This is an optimization exercise on Yosys and OpenROAD, whose aim is small area, a short achievable clock period and few clock cycles per item, not a production implementation.
RTL that was checked went through simulation tests only; none was proved equivalent to the original.

== run 2 ==
## simpleeq_chain
module simpleeq_chain (
    input  wire        clk,
    input  wire        rst_n,         
    input  wire        s_valid,
    output wire        s_ready,
    input  wire [63:0] s_data,
    input  wire        s_last,
    output wire        m_valid,
    input  wire        m_ready,
    output wire [63:0] m_data,
    output wire        m_last,
    input  wire        cfg_we,
    input  wire [6:0]  cfg_addr,      
    input  wire [31:0] cfg_wdata,
    input  wire        commit,
    input  wire        clear_state,
    output wire        commit_pending
);
clock: 20.0 ns
lec_check: 0
cap_margin: 20
core_margin: 2
core_utilization: 40
slew_margin: 20
standard.sh (not shown) runs the stock make flow with config.mk's settings and CLKGATE_MAP_FILE= SYNTH_SCRIPT=/design/flow/synth_recipe.tcl, a recipe that flattens the netlist after the stock synthesis.
==> flow/flow/run.sh <==
#!/bin/bash
# Standard ORFS layout (the standard.sh, unchanged synthesis), with
#  - the timing repair steps asked to leave extra setup slack, so that they
#    shorten the long paths even though the 20 ns clock is met without them;
#  - every port buffered with buf_4 instead of the default delay buffer;
#  - clock-tree sinks clustered in groups of up to 24 within 100 um, which
#    needs fewer clock buffers.
set -euo pipefail
export SETUP_SLACK_MARGIN=14.5
export BUFFER_PORTS_ARGS="-buffer_cell sky130_fd_sc_hd__buf_4"
export CTS_CLUSTER_SIZE=24
export CTS_CLUSTER_DIAMETER=100
bash standard.sh > standard_flow.log 2>&1
Testbench counts of run 2, summed over its fixed seeds: cycles 32,261, frames 2,048.
Input-level comparison between run 4 and run 2:
--- a/flow/design.v
+++ b/flow/design.v
@@ -1462,31 +1462,41 @@
             end
             assign push_e[ge] = soh[ge][0] && sv0[ge][6] && sv0[ge][5];
         end
     endgenerate
     assign take   = go[0] | go[1];
     assign push_x = take && (lv_a == 4'd0);
     assign push_y = push_e[0] | push_e[1];
     assign y_d    = push_e[1] ? y_e[1] : y_e[0];
     reg  [45*32-1:0] ring;
-    reg  [31:0] craw [0:1];           
+    reg  [31:0] tap;
+    always @* begin
+        case (lv_r)
+            4'd5:    tap = ring[24*32 +: 32];
+            4'd6:    tap = ring[29*32 +: 32];
+            4'd7:    tap = ring[34*32 +: 32];
+            4'd8:    tap = ring[39*32 +: 32];
+            default: tap = ring[44*32 +: 32];
+        endcase
+    end
     always @(posedge clk)
-        ring <= {ring[44*32-1:0], fill_d ? f_word : craw[0]};
+        ring <= {ring[44*32-1:0], fill_d ? f_word : tap};
     reg  [31:0] tap2;
     always @* begin
         case (lv_r)
             4'd5:    tap2 = ring[23*32 +: 32];
             4'd6:    tap2 = ring[28*32 +: 32];
             4'd7:    tap2 = ring[33*32 +: 32];
             4'd8:    tap2 = ring[38*32 +: 32];
             default: tap2 = ring[43*32 +: 32];
         endcase
     end
+    reg  [31:0] craw [0:1];
     wire [37:0] tap_na, tap_nb;
     eq_fnorm u_ca (.a(craw[0]), .n(tap_na));
     eq_fnorm u_cb (.a(craw[1]), .n(tap_nb));
     wire [38:0] tap_ba, tap_bb;
     eq_booth u_ba (.a(tap_na[23:0]), .bd(tap_ba));
     eq_booth u_bb (.a(tap_nb[23:0]), .bd(tap_bb));
     reg  [37:0] coef [0:1];
     reg  [38:0] cbd  [0:1];           
     always @(posedge clk) begin
Results
The flow did not stop early for run 4: all stages ran, and the layout cleared the timing, DRC and antenna checks.
Run 4: routed length on met3 is 4800 um higher than what run 2 reported.
The sequential-to-total area share from yosys stat in run 4 sits 0.15 points below the value recorded for run 2.
Re number of buffers added by the clock tree synthesis step: run 2 and run 4 aren't equal, and the lower value belongs to run 4.
Compared to run 2, run 4 has final clock period utilization by the worst path 0.18 points higher.
Via count of the first global-routing pass delta for run 4 relative to run 2: 2,010 higher
Of run 2 and run 4, the lower utilization after layout belongs to run 4.
The global-route usage was comparable across run 2 and run 4.
Higher area added between synthesis and finish among run 2 and run 4: run 2
No functional check of the RTL was part of run 4.

== rev 12 ==
Another version of the RTL of simpleeq_chain (not shown whole).
For scale: about 30000 cells after synthesis, about 180 I/O pins, ~330000 um2 of cells after synthesis.
==> flow/design.v (excerpt) <==
module simpleeq_chain (
    input  wire        clk,
    input  wire        rst_n,         
    input  wire        s_valid,
    output wire        s_ready,
    input  wire [63:0] s_data,
    input  wire        s_last,
    output wire        m_valid,
    input  wire        m_ready,
    output wire [63:0] m_data,
    output wire        m_last,
    input  wire        cfg_we,
    input  wire [6:0]  cfg_addr,      
    input  wire [31:0] cfg_wdata,
    input  wire        commit,
    input  wire        clear_state,
    output wire        commit_pending
);
export LEC_CHECK = 0
export CAP_MARGIN = 20
export CORE_MARGIN = 2
export CORE_UTILIZATION = 40
export SLEW_MARGIN = 20
create_clock -name core_clock -period 20.0 [get_ports {clk}]
==> flow/flow/run.sh <==
#!/bin/bash
# Standard ORFS layout (the standard.sh, unchanged synthesis), with
#  - the timing repair steps asked to leave extra setup slack, so that they
#    shorten the long paths even though the 20 ns clock is met without them;
#  - every port buffered with buf_4 instead of the default delay buffer.
set -euo pipefail
export SETUP_SLACK_MARGIN=14.5
export BUFFER_PORTS_ARGS="-buffer_cell sky130_fd_sc_hd__buf_4"
bash standard.sh > standard_flow.log 2>&1
Testbench counts of rev 12, summed over its fixed seeds: cycles 32,261, frames 2,048.
## Diff of input files: rev 13 against rev 12
--- a/flow/design.v
+++ b/flow/design.v
@@ -1341,21 +1341,20 @@
     endfunction
     function [3:0] act_count(input [6:0] c);
         act_count = (c[0] ? 4'd0 : {2'b00, c[4:3]} + 4'd1) + {3'b000, !c[1]} +
                     (c[2] ? 4'd0 : {2'b00, c[6:5]} + 4'd1);
     endfunction
     wire [8:0] sh_mask = act_mask(sh_cfg);
     wire [3:0] sh_a    = act_count(sh_cfg);
     wire [3:0] sh_r    = (sh_a < 4'd5) ? 4'd5 : sh_a;
     reg        s_rdy;
     reg        in_v;                  
-    reg        tk1;                   
     reg [63:0] in_d;
     reg        in_l;
     wire       accept = s_valid & s_rdy;
     wire       take;
     wire [37:0] in_n0, in_n1;
     eq_fnorm u_in0 (.a(in_d[31:0]),  .n(in_n0));
     eq_fnorm u_in1 (.a(in_d[63:32]), .n(in_n1));
     wire [75:0] in_n = {in_n1, in_n0};    
     always @(posedge clk) begin
         if (s_rdy) begin
@@ -1382,23 +1381,21 @@
     wire [64:0] push_d = (lv_a == 4'd0) ? {in_l, in_d} : y_d;
     wire       pop = o_v & m_ready;
     wire       fifo_ok = ({1'b0, o_v} + {1'b0, qn} + {1'b0, pcnt}) <= 3'd2;
     wire       o_ld = !o_v || pop;               
     wire       q_hd = (qn != 2'd0);
     wire       thru = o_ld && !q_hd;             
     wire [64:0] head = rp ? e1_d : e0_d;
     always @(posedge clk) begin
         if (qn != 2'd2 && !wp) e0_d <= push_d;
         if (qn != 2'd2 && wp)  e1_d <= push_d;
-        if (!rst_n)
-            o_d <= 65'd0;
-        else if (o_ld)
+        if (o_ld)
             o_d <= q_hd ? head : push_d;
         if (!rst_n) begin
             o_v <= 1'b0;
             wp  <= 1'b0;
             rp  <= 1'b0;
             qn  <= 2'd0;
         end else begin
             if (o_ld)
                 o_v <= q_hd | push;
             if (push && !thru)
@@ -1580,30 +1577,28 @@
     wire atb_n  = accept ? s_last : atb;
     wire clr_n  = clr_do ? clear_state : (clr_pend | clear_state);
     wire in_v_n = accept | (in_v & ~take);
     always @(posedge clk) begin
         if (!rst_n) begin
             pend     <= 1'b0;
             atb      <= 1'b1;
             clr_pend <= 1'b0;
             in_v     <= 1'b0;
             s_rdy    <= 1'b1;
-            tk1      <= 1'b0;
             qcnt     <= 6'd0;
             pcnt     <= 2'd0;
         end else begin
             pend     <= pend_n;
             atb      <= atb_n;
             clr_pend <= clr_n;
             in_v     <= in_v_n;
-            tk1      <= take;
-            s_rdy    <= !in_v_n && !take && !tk1 && !clr_n && !(pend_n && atb_n);
+            s_rdy    <= !in_v_n && !clr_n && !(pend_n && atb_n);
             if (take)
                 qcnt <= 6'd63;
             else if (qcnt != 6'd0)
                 qcnt <= qcnt - 6'd1;
             pcnt <= pcnt + {1'b0, take && (lv_a != 4'd0)} - {1'b0, push_y};
         end
     end
     reg  [3:0] rd1_sec, rd2_sec;      
     reg  [8:0] wen1, wen2;            
     reg        wsel1, wsel2;          
@@ -1647,20 +1642,21 @@
             assign rd1[gc] = wen1[rd1_sec] ? wd1 : f1[rd1_sec] ? st1[rd1_sec*32 +: 32] : 32'h0;
             assign rd2[gc] = f2[rd2_sec] ? st2[rd2_sec*32 +: 32] : 32'h0;
         end
     endgenerate
     generate
         for (ge = 0; ge < 2; ge = ge + 1) begin : g_le
             for (gc = 0; gc < 2; gc = gc + 1) begin : g_lc
                 localparam L = 2 * ge + gc;
                 wire [4:0]  sl = soh[ge];
                 reg  [37:0] bq;               
+                reg  [37:0] xc;               
                 reg  [27:0] px, py;
                 reg  [16:0] q1;
                 reg  [39:0] q2;
                 reg  [31:0] p1r, p2r;
                 reg  [31:0] opa, opb;
                 reg         osub;
                 reg  [7:0]  odab, odba;
                 reg  [40:0] aq;
                 reg  [31:0] aor;
                 reg  [37:0] aon;
@@ -1682,24 +1678,26 @@
                 always @(posedge clk) begin
                     px  <= pxw;
                     py  <= pyw;
                     q1  <= q1w;
                     q2  <= q2w;
                     aq  <= aqw;
                     aor <= anw[L];
                     aon <= anw_n[L];
                     if (sl[4])
                         bq <= (step[ge] == lv_rm1) ? in_n[38*gc +: 38] : anw_n[L];
-                    else if (sl[0] && step[ge] == 4'd0)
+                    else if (sl[0])
                         bq <= aon;
-                    else if (sl[2] && step[ge] == 4'd0)
-                        bq <= in_n[38*gc +: 38];
+                    else if (sl[2])
+                        bq <= xc;
+                    if (sl[0])
+                        xc <= bq;
                     if (sl[0]) p1r <= mw;     
                     if (sl[1]) p2r <= mw;     
                     opa  <= na;
                     opb  <= nb;
                     osub <= sl[3] | sl[4];
                     odab <= ea - eb;
                     odba <= eb - ea;
                 end
                 assign ao[L]   = aor;
                 assign ao_n[L] = aon;
Results
- Rev 13 finished every stage and its layout cleared the timing, DRC and antenna checks.
- Area used by sequential logic in the layout went up by a few percent going from rev 12 to rev 13.
- Rev 13 vs. rev 12: maximum number of pins on one net before global-route repair lower; area of the die shows an increase of 1.5%.
- In the tables for rev 12 and rev 13, synthesized cell count reads lower with rev 12.
- Taking rev 12 as the reference, in rev 13 area used by multi-input combinational logic lost 760 um2, wire length lost 17000 um, register-to-register path setup slack neither gained nor lost much.
Testbench counts of rev 13, summed over its fixed seeds: cycles 32,261, frames 2,048.

-- static timing again, ports no longer ideal --
No port has a modelled driver above. Below, the same layouts with a new extraction and two added sets of constraints. Step 1: set_driving_cell puts a clkbuf_16 on clk and a buf_2 on each other input, an assumption about the parent block. Step 2 adds t to the input delays and takes it off the output delays; t is the mean of the earliest and latest rising clock arrival at the registers after step 1. Input paths then give back, and output paths get back, about the clock's delay inside the block. Three values: ideal ports, drivers, drivers and shift; two values: the first two.
run | t, ns | slack for setup (ns) | slew at the worst register clock pin (ns) | cell pins on the clock port's net
run 2 | 1.230 | 14.347 / 14.178 / 13.365 | 0.11 / 0.11 | 1
run 4 | 1.202 | 14.312 / 14.159 / 13.544 | 0.11 / 0.11 | 1
rev 12 | 1.291 | 14.238 / 14.079 / 13.622 | 0.08 / 0.08 | 1
rev 13 | 1.233 | 13.964 / 13.822 / 13.439 | 0.08 / 0.08 | 1
After both steps every run listed still meets setup and hold. The setup slack of run 2, which loses most, moves by -0.169 ns with the drivers and by -0.982 ns with both steps.
